From an optimization exercise on the open Yosys and OpenROAD flow, aimed at small area, a short achievable clock period and few clock cycles; shortcuts taken in it are not production practice. At most, simulation tests tie the RTL to the original design; equivalence was not proved. No activity file was given, so power comes from the tool's default toggle rates.

Setup of before:
## vcore
module vcore (
    input  wire        clk,
    input  wire        rst,
    input  wire        mode_no_site_id,
    input  wire        mode_spad_mon,
    input  wire        mode_bs_relaxed,
    input  wire        cfg_valid,
    input  wire [11:0] cfg_def,
    output reg  [2:0]  cfg_err,
    output reg  [2:0]  nmod,
    output reg  [7:0]  frame_words,
    input  wire        in_valid,
    output wire        in_ready,
    input  wire [31:0] in_data,
    output reg         res_valid,
    output reg  [1:0]  res_mod,
    output reg         res_ok,
    output reg         res_es,
    output reg  [5:0]  res_ec,
    output reg  [6:0]  res_spad_chg,
    output reg         res_bs_ran,
    output reg         res_bs_disc,
    output reg  [1:0]  res_aux_chg,
    output reg  [31:0] res_seq
);
export LEC_CHECK = 0
export CAP_MARGIN = 20
export CORE_MARGIN = 2
export CORE_UTILIZATION = 40
export CTS_CLUSTER_DIAMETER = 80
export CTS_CLUSTER_SIZE = 30
export SLEW_MARGIN = 20
create_clock -name core_clock -period 10.0 [get_ports {clk}]
standard.sh (not shown) runs the stock make flow with config.mk's settings and CLKGATE_MAP_FILE= SYNTH_SCRIPT=/design/flow/synth_recipe.tcl, a recipe that flattens the netlist after the stock synthesis.
==> flow/flow/run.sh <==
#!/bin/bash
set -euo pipefail
bash standard.sh SETUP_SLACK_MARGIN=7.0 'BUFFER_PORTS_ARGS=-buffer_cell sky130_fd_sc_hd__buf_2' finish > standard.log 2>&1
Testbench counts of before, summed over its fixed seeds: cycles 58,256.
#### Input delta (after over before)
--- a/flow/design.v
+++ b/flow/design.v
@@ -194,47 +194,46 @@
                 end
             end
         end
     end
     reg        cand_q;      
     reg        es_q;        
     reg        sc_pend;     
     reg [6:0]  chg_acc;
     reg [31:0] pl5, pl6, pl7;
     reg [31:0] sp   [0:NSP-1];
-    reg [4:0]  sp_cnt;    
-    reg        sp_full;
+    reg [NSP-1:0] spv;
     wire [31:0] V        = s0_d;
     wire        is_magic = (V == MAGIC);
     wire        cand_now = s0_first ? is_magic : (cand_q && is_magic);
     wire        wr_ok    = s0_win ? !cand_now : !es_q;
     wire        resolve  = s0_v && s0_win && !s0_first && cand_q && !is_magic;
     wire        sc_pass = (V == s0_lce);
     wire        sc_fix  = resolve && sc_pend;
     wire        sc_w    = (s0_v && s0_sc && sc_pass && wr_ok) || sc_fix;
     wire [31:0] sc_wd   = sc_fix ? MAGIC1 : V + 32'd1;
     reg [31:0] sp_head;
+    reg        sp_headv;
     always @* begin
         case (nsp[1:0])
-            2'd0:    sp_head = sp[0];
-            2'd3:    sp_head = sp[7];
-            2'd2:    sp_head = sp[14];
-            default: sp_head = sp[21];
+            2'd0:    begin sp_head = sp[0];  sp_headv = spv[0];  end
+            2'd3:    begin sp_head = sp[7];  sp_headv = spv[7];  end
+            2'd2:    begin sp_head = sp[14]; sp_headv = spv[14]; end
+            default: begin sp_head = sp[21]; sp_headv = spv[21]; end
         endcase
     end
-    wire [31:0] sp_eff  = sp_full ? sp_head : 32'd0;
-    wire        sp_chg  = (V != sp_eff);
+    wire        sp_chg  = (V != (sp_headv ? sp_head : 32'd0));
     wire        sp_sh   = s0_v && s0_sp;
-    wire [31:0] sp_in   = wr_ok ? V : sp_eff;
+    wire [31:0] sp_in   = wr_ok ? V : sp_head;
+    wire        sp_inv  = wr_ok | sp_headv;
     wire        fix26   = resolve && s0_pend1;
     wire        fix25   = resolve && s0_pend2;
-    wire [4:0]  sp_tot1 = {nsp[1:0], 3'b000} - {2'b00, nsp} - 5'd1;    
     wire [7:0]  mask    = nsi_q ? 8'h1F : 8'hFF;
     wire        id_fail = |((V[7:0] ^ s0_idb) & mask);
     wire        fail    = s0_id ? id_fail : (s0_sc && !sc_pass);
     reg        s1_v, s1_last, s1_first, s1_fail, s1_es, s1_bs, s1_msb;
     reg [1:0]  s1_m;
     always @(posedge clk) begin
         if (s0_v) begin
             cand_q  <= cand_now;
             es_q    <= s0_first ? 1'b0 : (s0_i3 ? cand_now : es_q);
             sc_pend <= (s0_first ? 1'b0 : sc_pend) | (s0_sc && sc_pass && s0_win && cand_now);
@@ -255,30 +254,28 @@
         end
         s1_last  <= s0_last;
         s1_first <= s0_first;
         s1_fail  <= fail;
         s1_es    <= s0_first ? 1'b0 : es_q;
         s1_bs    <= s0_bs;
         s1_msb   <= s0_msb;
         s1_m     <= s0_m;
         if (rst) begin
             lc_v <= {NMOD{1'b0}};
-            sp_cnt  <= 5'd0;
-            sp_full <= 1'b0;
+            spv  <= {NSP{1'b0}};
             s1_v <= 1'b0;
         end else begin
             s1_v <= s0_v;
             for (k = 0; k < NMOD; k = k + 1)
                 if (sc_w && s0_m == k) lc_v[k] <= 1'b1;
-            if (sp_sh && !sp_full) begin
-                sp_cnt <= sp_cnt + 5'd1;
-                if (sp_cnt == sp_tot1) sp_full <= 1'b1;
+            if (sp_sh) begin
+                spv <= {sp_inv, fix26 | spv[NSP-1], fix25 | spv[NSP-2], spv[NSP-3:1]};
             end
         end
     end
     reg        ok_acc;
     reg [5:0]  ec_acc;
     reg [31:0] h_seq1 [0:NMOD-1];    
     reg [31:0] h_aux0 [0:NMOD-1];    
     reg [31:0] h_aux1 [0:NMOD-1];
     reg [NMOD-1:0] h_prim;
     function [31:0] rev32(input [31:0] x);
Results
after went all the way through synthesis, placement and routing and the layout is clean on timing, DRC and antenna.
Layout overhead on the synthesized area: after < before
Diff before -> after: core footprint now sits higher; total power after layout now sits higher; xor-xnor portion of the synthesized cell area now sits at about the same level; first-pass GRT wire length now sits lower; power density over the cells now sits higher.
Going from before to after, end-of-flow core utilization dropped 0.18 points; sequential cell count climbed 1.2%; post-placement cell count dropped about 0.6%; combinational share of power dropped 0.2 points.
From before to after the numbers moved as follows: share of power burned in registers stayed essentially flat, cell area after placement rose by 0.37%.
The RTL of after was laid out without a check of its function.

vcore, a different RTL version from the one above (not shown whole).
For scale: roughly 120 I/O pins, roughly 63000 µm² of cells after synthesis.
clock: 10.0 ns
lec_check: 0
cap_margin: 20
core_margin: 2
core_utilization: 60
cts_cluster_diameter: 80
cts_cluster_size: 30
slew_margin: 20
Scripts as last shown in full above: flow/flow/run.sh
Change:
--- a/flow/design.v
+++ b/flow/design.v
@@ -22,26 +22,15 @@
     output reg         res_bs_disc,
     output reg  [1:0]  res_aux_chg,
     output reg  [31:0] res_seq
 );
     localparam NMOD   = 4;
     localparam MAGIC  = 32'hE5E5E5E5;
+    localparam MAGIC1 = 32'hE5E5E5E6;    
     localparam NSP    = 28;              
     integer k;
-    function succ32(input [31:0] a, input [31:0] b);
-        reg [31:0] x;
-        reg        r;
-        integer    i;
-        begin
-            x = a ^ b;
-            r = x[0];
-            for (i = 1; i < 32; i = i + 1) r = r & (!x[i] | x[i-1]);
-            for (i = 0; i < 31; i = i + 1) r = r & (!x[i] | (x[i+1] ? !a[i] : a[i]));
-            succ32 = r;
-        end
-    endfunction
     reg nsi_q, bsr_q;
     always @(posedge clk) begin
         nsi_q <= mode_no_site_id;
         bsr_q <= mode_bs_relaxed;
     end
     wire [2:0] cd_site = cfg_def[2:0];
@@ -184,13 +173,13 @@
         s0_sp    <= t_sp;
         s0_pend1 <= t_pend1;
         s0_pend2 <= t_pend2;
         s0_bs    <= d_bs[cur_m];
         s0_msb   <= d_msb[cur_m];
         s0_idb   <= t_idb;
-        s0_lce   <= lc_v[cur_m] ? lc[cur_m] : 32'd0;
+        s0_lce   <= lc_v[cur_m] ? lc[cur_m] : 32'd1;
         if (rst) begin
             rdy   <= 1'b0;
             s0_v  <= 1'b0;
             cur_m <= 2'd0;
             cur_i <= 6'd0;
         end else begin
@@ -216,16 +205,16 @@
     reg        sp_full;
     wire [31:0] V        = s0_d;
     wire        is_magic = (V == MAGIC);
     wire        cand_now = s0_first ? is_magic : (cand_q && is_magic);
     wire        wr_ok    = s0_win ? !cand_now : !es_q;
     wire        resolve  = s0_v && s0_win && !s0_first && cand_q && !is_magic;
-    wire        sc_pass = succ32(V, s0_lce);
+    wire        sc_pass = (V == s0_lce);
     wire        sc_fix  = resolve && sc_pend;
     wire        sc_w    = (s0_v && s0_sc && sc_pass && wr_ok) || sc_fix;
-    wire [31:0] sc_wd   = sc_fix ? MAGIC : V;
+    wire [31:0] sc_wd   = sc_fix ? MAGIC1 : V + 32'd1;
     reg [31:0] sp_head;
     always @* begin
         case (nsp[1:0])
             2'd0:    sp_head = sp[0];
             2'd3:    sp_head = sp[7];
             2'd2:    sp_head = sp[14];
@@ -285,13 +274,13 @@
                 if (sp_cnt == sp_tot1) sp_full <= 1'b1;
             end
         end
     end
     reg        ok_acc;
     reg [5:0]  ec_acc;
-    reg [31:0] h_seq  [0:NMOD-1];    
+    reg [31:0] h_seq1 [0:NMOD-1];    
     reg [31:0] h_aux0 [0:NMOD-1];    
     reg [31:0] h_aux1 [0:NMOD-1];
     reg [NMOD-1:0] h_prim;
     function [31:0] rev32(input [31:0] x);
         integer b;
         begin
@@ -300,22 +289,22 @@
     endfunction
     wire        ok_run  = (s1_first ? 1'b1 : ok_acc) & !s1_fail;
     wire [5:0]  ec_run  = (s1_first ? 6'd0 : ec_acc) + {5'd0, s1_fail};
     wire        bs_run  = s1_v && s1_last && s1_bs && !s1_es && ok_run;
     wire [31:0] seq_dec = s1_msb ? rev32(pl5) : pl5;
     wire        prim    = h_prim[s1_m];
-    wire        disc    = prim && !bsr_q && !succ32(seq_dec, h_seq[s1_m]);
+    wire        disc    = prim && !bsr_q && (seq_dec != h_seq1[s1_m]);
     wire [1:0]  auxc    = prim ? {pl7 != h_aux1[s1_m], pl6 != h_aux0[s1_m]} : 2'b00;
     always @(posedge clk) begin
         if (s1_v) begin
             ok_acc <= ok_run;
             ec_acc <= ec_run;
         end
         for (k = 0; k < NMOD; k = k + 1)
             if (bs_run && s1_m == k) begin
-                h_seq[k]  <= seq_dec;
+                h_seq1[k] <= seq_dec + 32'd1;
                 h_aux0[k] <= pl6;
                 h_aux1[k] <= pl7;
             end
         res_mod      <= s1_m;
         res_es       <= s1_es;
         res_ok       <= s1_es | ok_run;
- The changed run finished with timing, DRC and antenna clean
- via count came out higher by 2.5%
- worst setup slack gets better by 42 ps
- fmax is higher by 1.3%
- clock-buffer cell count goes up by 8
- cell area goes down by 0.42%
Testbench counts after the change, summed over its fixed seeds: cycles 58,256.
Function not checked in the first run of this note: the RTL went through the layout flow alone.

[separate check: timing with driven ports]
The results above use ideal ports. As a check the final layouts listed here were re-extracted and re-timed, cells and wires unchanged. Step 1 assumes that a clkbuf_16 drives the clock port and a buf_2 every other input. Step 2, shift: input delay + t, output delay - t, t = (earliest + latest rising clock arrival at the registers) / 2. This alone moves slack from input paths to output paths. Three values: no drivers, after step 1, after step 2; two values: the first two.
run | shift t [ns] | setup WS [ns] | worst setup path after step 2 | worst data-port slew with drivers (ns)
before | 0.786 | 6.768 / 6.696 / 6.189 | input to register | 0.08
after | 0.790 | 6.744 / 6.664 / 6.051 | input to register | 0.09
the first run of note 2 | 0.736 | 6.784 / 6.755 / 6.065 | input to register | 0.07
the second run of note 2 | 0.738 | 6.826 / 6.755 / 6.181 | input to register | 0.06
After both steps every run listed still meets setup and hold. The setup slack of the first run of note 2, which loses most, moves by -0.029 ns with the drivers and by -0.719 ns with both steps.
